Source: an optimization exercise on an open RTL-to-GDS flow (aim: small area, a short achievable clock period and few clock cycles). Production flows keep margins and buffers that such runs may drop.
RTL that was checked went through simulation tests only; none was proved equivalent to the original.
Power figures rest on the tool's default switching activity, not on a simulated workload.

// picoweb_engine
module picoweb_engine (
    input  wire        clk,
    input  wire        rst,
    input  wire        cmd_valid,
    output wire        cmd_ready,
    input  wire [1:0]  cmd_op,       
    input  wire [7:0]  cmd_type,     
    input  wire [7:0]  cmd_ctx,      
    input  wire [15:0] cmd_len,      
    input  wire [15:0] cmd_addr,     
    input  wire [5:0]  rx_len,       
    output wire [4:0]  rx_addr,
    input  wire [7:0]  rx_data,
    output wire [15:0] pay_addr,
    input  wire [7:0]  pay_data,
    output wire        tx_valid,
    output wire [7:0]  tx_data,
    output wire        ev_valid,
    output wire [1:0]  ev_kind,      
    output wire [7:0]  ev_type,
    output wire [7:0]  ev_ctx,
    output wire [7:0]  ev_data,
    output wire        rsp_valid,
    output wire [2:0]  rsp_status
);
Settings: LEC_CHECK=0, CAP_MARGIN=20, CORE_MARGIN=2, CORE_UTILIZATION=60, SLEW_MARGIN=20; clock period 10.0 ns.
standard.sh (not shown) runs the stock make flow with config.mk's settings and CLKGATE_MAP_FILE= SYNTH_SCRIPT=/design/flow/synth_recipe.tcl, a recipe that flattens the netlist after the stock synthesis.
==> flow/flow/run.sh <==
#!/bin/bash
# Standard ORFS layout of the design (the standard.sh, its constraint.sdc
# unchanged), with these changes to how the layout is made:
#  - repair_timing aims for extra setup slack (SETUP_SLACK_MARGIN),
#  - the port buffers are buf_2 cells (repair may resize them),
#  - clock tree synthesis inserts no dummy loads, and clusters more sinks per buffer.
set -euo pipefail
export SETUP_SLACK_MARGIN=${MARGIN:-6.8}
export BUFFER_PORTS_ARGS="-buffer_cell sky130_fd_sc_hd__buf_2"
export CTS_ARGS="-sink_clustering_enable -repair_clock_nets -dont_use_dummy_load -sink_clustering_size ${CTS_SIZE:-20} -sink_clustering_max_diameter ${CTS_DIAM:-100}"
bash standard.sh finish > flow_finish.log 2>&1
Next try:
--- a/flow/design.v
+++ b/flow/design.v
@@ -87,14 +87,13 @@
     wire in_pay = (st == S_PAY);
     wire in_tx  = (st == S_TX);
     wire in_fls = (st == S_FLS);
     wire accept = rdy && cmd_valid;
     wire rd_last = in_rd && raddr >= 5'd4 && {1'b0, raddr} + 6'd1 == f_len;
     wire [15:0] h_rem = q_len[0];
-    reg  [4:0]  h_k;
-    reg         h_nz;
+    wire [4:0]  h_k   = (h_rem > 16'd24) ? 5'd24 : h_rem[4:0];
     wire        ok      = (acc == 8'd0);
     wire        own     = f_type[0];
     wire        is_noop = syn || (!own && ok && f_kc == 3'd0);
     reg [2:0] act;
     reg [1:0] est_n;
     reg       rec, mark, body, pop;
@@ -121,13 +120,13 @@
             3'd2: mark = 1'b1;
             3'd3: begin
                 case (estate)
                 E_IDLE:    act = A_NOOP;
                 E_AWAIT:   est_n = E_SENDING;
                 E_SENDING: begin
-                    if (h_nz)
+                    if (h_rem != 16'd0)
                         act = A_DATA;
                     else begin
                         act   = A_END;
                         pop   = 1'b1;
                         est_n = E_IDLE;
                     end
@@ -334,27 +333,20 @@
                 st       <= S_IDLE;
                 flushing <= 1'b0;
             end
         end
     end
     wire q_sh = in_dec && pop;
-    wire [15:0] qlen0_d = rdy ? cmd_len : in_pay ? h_rem - {11'd0, h_k} : q_len[1];
-    always @(posedge clk) begin
-        if ((rdy && q_n == 3'd0) || q_sh || pay_last) begin
-            h_k  <= (qlen0_d > 16'd24) ? 5'd24 : qlen0_d[4:0];
-            h_nz <= (qlen0_d != 16'd0);
-        end
-    end
     always @(posedge clk) begin
         for (i = 0; i < 3; i = i + 1) begin
             if ((rdy && q_n == i) || q_sh) begin
                 q_type[i] <= rdy ? cmd_type[7:1] : q_type[i+1];
                 q_ctx[i]  <= rdy ? cmd_ctx       : q_ctx[i+1];
             end
             if ((rdy && q_n == i) || q_sh || (i == 0 && pay_last)) begin
-                q_len[i]  <= (i == 0) ? qlen0_d : rdy ? cmd_len : q_len[i+1];
+                q_len[i]  <= rdy ? cmd_len  : (i == 0 && in_pay) ? h_rem - {11'd0, h_k} : q_len[i+1];
                 q_addr[i] <= rdy ? cmd_addr : (i == 0 && in_pay) ? paddr + 16'd1        : q_addr[i+1];
             end
         end
         if (rdy && q_n == 3'd3) begin
             q_type[3] <= cmd_type[7:1];
             q_ctx[3]  <= cmd_ctx;
The new run finished clean; clock skew fell by 29 ps; routed wire length is higher by a few percent; area after synthesis shrinks slightly; worst setup slack gets better by 58 ps; die area is lower slightly; clock power shrinks slightly; cell count is about the same.
Testbench counts after the change, summed over its fixed seeds: cycles 105,091.
Function not checked in the first run of this note: the RTL went through the layout flow alone.


picoweb_engine, a different RTL version from the one above (not shown whole).
Size in the first run: ~2100 cells after synthesis, roughly 360 flip-flops, about 140 I/O pins.
// picoweb_engine
module picoweb_engine (
    input  wire        clk,
    input  wire        rst,
    input  wire        cmd_valid,
    output wire        cmd_ready,
    input  wire [1:0]  cmd_op,       
    input  wire [7:0]  cmd_type,     
    input  wire [7:0]  cmd_ctx,      
    input  wire [15:0] cmd_len,      
    input  wire [15:0] cmd_addr,     
    input  wire [5:0]  rx_len,       
    output wire [4:0]  rx_addr,
    input  wire [7:0]  rx_data,
    output wire [15:0] pay_addr,
    input  wire [7:0]  pay_data,
    output wire        tx_valid,
    output wire [7:0]  tx_data,
    output wire        ev_valid,
    output wire [1:0]  ev_kind,      
    output wire [7:0]  ev_type,
    output wire [7:0]  ev_ctx,
    output wire [7:0]  ev_data,
    output wire        rsp_valid,
    output wire [2:0]  rsp_status
);
export LEC_CHECK = 0
export CAP_MARGIN = 20
export CORE_MARGIN = 2
export CORE_UTILIZATION = 40
export SLEW_MARGIN = 20
create_clock -name core_clock -period 10.0 [get_ports {clk}]
==> flow/flow/run.sh <==
#!/bin/bash
# Standard ORFS layout of the design (the standard.sh, its constraint.sdc
# unchanged), with these changes to how the layout is made:
#  - repair_timing aims for extra setup slack (SETUP_SLACK_MARGIN),
#  - the port buffers are buf_2 cells (repair may resize them),
#  - clock tree synthesis inserts no dummy loads.
set -euo pipefail
export SETUP_SLACK_MARGIN=${MARGIN:-6.8}
export BUFFER_PORTS_ARGS="-buffer_cell sky130_fd_sc_hd__buf_2"
export CTS_ARGS="-sink_clustering_enable -repair_clock_nets -dont_use_dummy_load"
bash standard.sh finish > flow_finish.log 2>&1
Testbench counts at the start, summed over its fixed seeds: cycles 105,091.
Rerun with:
--- a/flow/design.v
+++ b/flow/design.v
@@ -356,27 +356,32 @@
     end
     always @(posedge clk) begin
         for (i = 0; i < 4; i = i + 1)
             if ((pp_rec && pp_n == i) || (more_pong && i < 3))
                 pp[i] <= in_dec ? f_ctx : pp[(i + 1) % 4];
     end
     always @(posedge clk) begin
         if (ld_d) begin
             d_code <= n_code; d_seq <= n_seq; d_ctx <= n_ctx; d_cks <= n_cks; d_b0 <= n_b0;
         end
     end
+    wire [4:0] raddr_inc = raddr + 5'd1;
+    wire [4:0] raddr_n   = (st == S_IDLE) ? 5'd3 :
+                           (st == S_DEC)  ? 5'd8 :
+                           (st == S_RD && raddr == 5'd3) ? 5'd0 :
+                           (st == S_RD && raddr == 5'd2) ? 5'd4 : raddr_inc;
+    always @(posedge clk) raddr <= raddr_n;
     always @(posedge clk) begin
         if (bodyon) begin
             evk   <= 2'd0;
             acc   <= rx_data;
-            raddr <= raddr + 5'd1;
         end
         if (flp && !in_dec) begin
             evk    <= 2'd2;
             acc    <= 8'd0;
             f_type <= 8'd0;
             f_ctx  <= 8'd0;
         end
         if (ld) begin
             txd  <= n_tbyte;
             tpos <= 5'd0;
         end else if (in_dec && act == A_RESEND) begin
@@ -386,54 +391,46 @@
             tpos <= nx;
             txd  <= pingld ? 8'h00 : nbyte;
             if (tpos == 5'd6)
                 paddr <= q_addr[0] - {11'd0, d_b0[4:0]};
             else
                 paddr <= paddr + 16'd1;
         end
         case (st)
         S_IDLE: begin
             txd   <= 8'h03;              
             tpos  <= 5'd0;
-            raddr <= 5'd3;
             acc   <= 8'd0;
             f_len <= (rx_len > 6'd32) ? 6'd32 : rx_len;
             syn   <= (rx_len < 6'd8);
             stat  <= (cmd_op != OP_SUBMIT)    ? 2'd0 :
                      (cmd_type[7:1] < 7'd7)   ? 2'd1 :
                      (q_n == 3'd4)            ? 2'd2 : 2'd0;
         end
         S_RD: begin
             acc <= acc ^ rx_data;
             case (raddr)
             5'd0: f_type <= rx_data;
             5'd1: begin
                 f_seq <= rx_data;
                 f_kc  <= (f_type[7:1] < 7'd7) ? f_type[3:1] : 3'd7;
             end
             5'd2: f_ctx <= rx_data;
             5'd3: begin
                 f_len <= rx_data[5:0];
                 syn   <= (rx_data < 8'd8) || (rx_data > {2'b00, f_len});
             end
             default: ;
             endcase
-            if (raddr == 5'd3)
-                raddr <= 5'd0;
-            else if (raddr == 5'd2)
-                raddr <= 5'd4;
-            else
-                raddr <= raddr + 5'd1;
         end
         S_DEC: begin
-            raddr <= 5'd8;
             if (mark) begin
                 evk <= 2'd1;
                 acc <= MARKER;
             end
             if (act == A_DATA) begin
                 paddr <= q_addr[0];
                 tpos  <= h_k - 5'd1;
                 acc   <= data_hx;
             end
         end
         S_PAY: begin
Result: Non-clock buffer count climbs by 3; final cell count came out higher by 1.2%; total power falls by 6.3%; routed wire length is higher by about 3%; critical path depth increases by 9; area after synthesis goes up by about 1.3%; design area rises by 1.9%; first-iteration DRC count increases by 2.5%; fmax came out lower by about 1.4%; via count rises by about 3.3%; worst setup slack gets worse by 46 ps; utilization went up by 0.59 points.
The RTL of the second run of this note was laid out without a check of its function.

==> re-timing with driven ports <==
Ports are ideal in the flow. The routed layouts listed here were re-timed in OpenROAD.
Step 1, drivers: a clkbuf_16 drives clk and a buf_2 each remaining input, both assumed.
Step 2 also shifts input and output timing later by t, the mid clock arrival at the registers, as if the neighbouring blocks saw the same clock.
Slacks: ideal / step 1 / step 2; pairs: ideal / step 1.
run	t (ns)	slack for setup (ns)	worst hold slack (ns)	clock arrival spread, ns	worst data-port slew with drivers (ns)
the first run of note 1	0.581	6.704 / 6.719 / 6.138	0.444 / 0.444 / 0.444	0.074 / 0.073	0.09
the second run of note 1	0.575	6.762 / 6.756 / 6.294	0.466 / 0.466 / 0.466	0.043 / 0.042	0.06
the first run of note 2	0.599	6.821 / 6.765 / 6.280	0.450 / 0.450 / 0.450	0.061 / 0.061	0.06
the second run of note 2	0.608	6.775 / 6.764 / 6.287	0.478 / 0.478 / 0.478	0.068 / 0.068	0.07
After both steps setup and hold are still met in every run listed. The setup slack of the first run of note 1, which loses most, moves by +0.015 ns with the drivers and by -0.566 ns with both steps.
